Source: an optimization exercise on an open RTL-to-GDS flow (aim: small area and a short achievable clock period). Production flows keep margins and buffers that such runs may drop.
Only simulation tests tie the RTL to the original design; equivalence was not proved.

main:
==> flow/design.v (excerpt) <==
module wiz_pixel_decoder #(
    parameter N           = 64,
    parameter FRAME_BYTES = 6 * N,
    parameter [7:0] ACK_BYTE = 8'h06
) (
    input  wire                 clk,
    input  wire                 rst,
    input  wire                 rx_valid,
    input  wire [7:0]           rx_data,
    output wire                 rx_ready,
    output wire                 tx_valid,
    output wire [7:0]           tx_data,
    input  wire                 tx_ready,
    output wire                 disp_start,
    input  wire                 disp_done,
    input  wire [$clog2(N)-1:0] s1_raddr,
    input  wire [$clog2(N)-1:0] s2_raddr,
    output reg  [23:0]          s1_rdata,
    output reg  [23:0]          s2_rdata
);
    localparam CNT_W = $clog2(FRAME_BYTES);
    localparam SB    = 8 * FRAME_BYTES;
    reg             rdy;
    reg             dst;
    reg             wt;
    reg             tv;
    reg [CNT_W-1:0] cnt;       
    reg             last;      
    wire rx_fire = rx_valid && rdy;
    always @(posedge clk) begin
        if (rst) begin
            rdy  <= 1'b1;
            dst  <= 1'b0;
            wt   <= 1'b0;
            tv   <= 1'b0;
            cnt  <= {CNT_W{1'b0}};
            last <= 1'b0;
        end else begin
            dst <= rx_fire && last;
            if (rx_fire) begin
                cnt  <= cnt + 1'b1;
                last <= (cnt == FRAME_BYTES - 2);
                if (last) rdy <= 1'b0;
  ...
Settings: LEC_CHECK=0, CAP_MARGIN=20, CORE_MARGIN=2, CORE_UTILIZATION=60, CTS_CLUSTER_DIAMETER=60, CTS_CLUSTER_SIZE=28, SETUP_SLACK_MARGIN=3.6, SLEW_MARGIN=20, SYNTH_HIERARCHICAL=1; clock period 6.0 ns.
run.sh (not shown) runs the stock make flow with config.mk's settings and CLKGATE_MAP_FILE= SYNTH_SCRIPT=/design/flow/synth_recipe.tcl, a recipe that flattens the netlist after the stock synthesis.
--- input diff main..the feature branch ---
- swapping 60 for 50 in CTS_CLUSTER_DIAMETER
- swapping 28 for 24 in CTS_CLUSTER_SIZE
- swapping 60 for 70 in CORE_UTILIZATION
Findings:
- Of the feature branch and main, the feature branch shows the higher critical path depth, with main below it.
- The net count of the finished layout of the feature branch exceeds that of main by 4.0%.
- The feature branch vs main, launch point of the critical path: s2_raddr[3] vs s2_raddr[1]
- Of the two values seen for slowest stage cell on the critical path, sky130_fd_sc_hd__nand4_1 was produced by main and sky130_fd_sc_hd__nor4_2 by the feature branch.
- Delta (the feature branch minus main): starting DRC count in detailed routing +4,935; setup slack -410 ps; die area -about 14%; global-route usage +12 points; length of routed wiring on met1 -1.9%.

---

== run 1 ==
wiz_pixel_decoder, a different RTL version from the one above (not shown whole).
Size: ~0.11 mm2 of cells after synthesis.
// wiz_pixel_decoder
module wiz_pixel_decoder #(
    parameter N           = 64,
    parameter FRAME_BYTES = 6 * N,
    parameter [7:0] ACK_BYTE = 8'h06
) (
    input  wire                 clk,
    input  wire                 rst,
    input  wire                 rx_valid,
    input  wire [7:0]           rx_data,
    output wire                 rx_ready,
    output wire                 tx_valid,
    output wire [7:0]           tx_data,
    input  wire                 tx_ready,
    output wire                 disp_start,
    input  wire                 disp_done,
    input  wire [$clog2(N)-1:0] s1_raddr,
    input  wire [$clog2(N)-1:0] s2_raddr,
    output reg  [23:0]          s1_rdata,
    output reg  [23:0]          s2_rdata
);
export LEC_CHECK = 0
export CAP_MARGIN = 20
export CORE_ASPECT_RATIO = 0.5
export CORE_MARGIN = 2
export CORE_UTILIZATION = 60
export CTS_CLUSTER_DIAMETER = 90
export CTS_CLUSTER_SIZE = 28
export SETUP_SLACK_MARGIN = 3.6
export SLEW_MARGIN = 20
export SYNTH_HIERARCHICAL = 1
export TNS_END_PERCENT = 5
create_clock -name core_clock -period 6.0 [get_ports {clk}]
Edits applied to the flow inputs when going from run 1 to run 2:
- CORE_UTILIZATION changed from 60 to 65
- TNS_END_PERCENT changed from 5 to 100
- Final estimated routing congestion in global placement: run 2 and run 1 compared, higher one is run 1
- Run 2 vs run 1: detail-routed via count per cell up slightly
- On run 2: final-layout worst hold slack is 0.025 ns lower than what run 1 gave.
- Looking at count of inserted antenna diode cells across run 2 and run 1, the one that comes out higher is run 2.
- | final net count | lower: run 1 |
- Status: total clock sinks parity (run 1, run 2)
Inputs modified between run 2 and run 3:
- TNS_END_PERCENT now 5, was 100
### Flow results
Run 2 reports its timing startpoint of the critical path as s1_raddr[3] while run 3 reports s2_raddr[2]. Comparing run 3 and run 2, the higher sequential share of layout area is on run 3. Compared with run 2, number of DRC markers in iteration 0 in run 3 decreased by a few percent. The met3 layer usage reported by global route in run 3 was higher than what run 2 gave. Between run 3 and run 2, the difference in global-route usage is negligible. On synthesized cell count, run 3 and run 2 are neck and neck. Compare run 3 and run 2 | setup slack lower: run 3. Max final layout net count across run 3 and run 2: run 2. Run 2 has higher multi-input gate share of the layout cell area than run 3. ~same clock skew in run 3 and run 2.

-- port drivers added, routing unchanged --
Ports are ideal in the flow. The routed layouts listed here were re-timed in OpenROAD.
Step 1 (the two cells are an assumption about what drives the block):
set clk [get_ports {clk}]
set_driving_cell -lib_cell sky130_fd_sc_hd__clkbuf_16 $clk
set_driving_cell -lib_cell sky130_fd_sc_hd__buf_2 [delete_from_list [all_inputs] $clk]
Step 2, shift: input delay + t, output delay - t, t = (earliest + latest rising clock arrival at the registers) / 2. This alone moves slack from input paths to output paths.
Slacks: ideal ports / drivers / drivers and shift; pairs: ideal ports / drivers.
run	t (ns)	setup slack, ns	cell pins on the clock port's net
main	0.931	3.236 / 3.221 / 2.289	1
the feature branch	0.943	2.824 / 2.857 / 1.914	1
run 1	0.927	3.361 / 3.306 / 2.453	1
run 2	0.909	3.387 / 3.314 / 2.478	1
run 3	0.907	3.377 / 3.322 / 2.498	1
After both steps setup and hold are still met in every run listed. The setup slack of main, which loses most, moves by -0.015 ns with the drivers and by -0.947 ns with both steps.
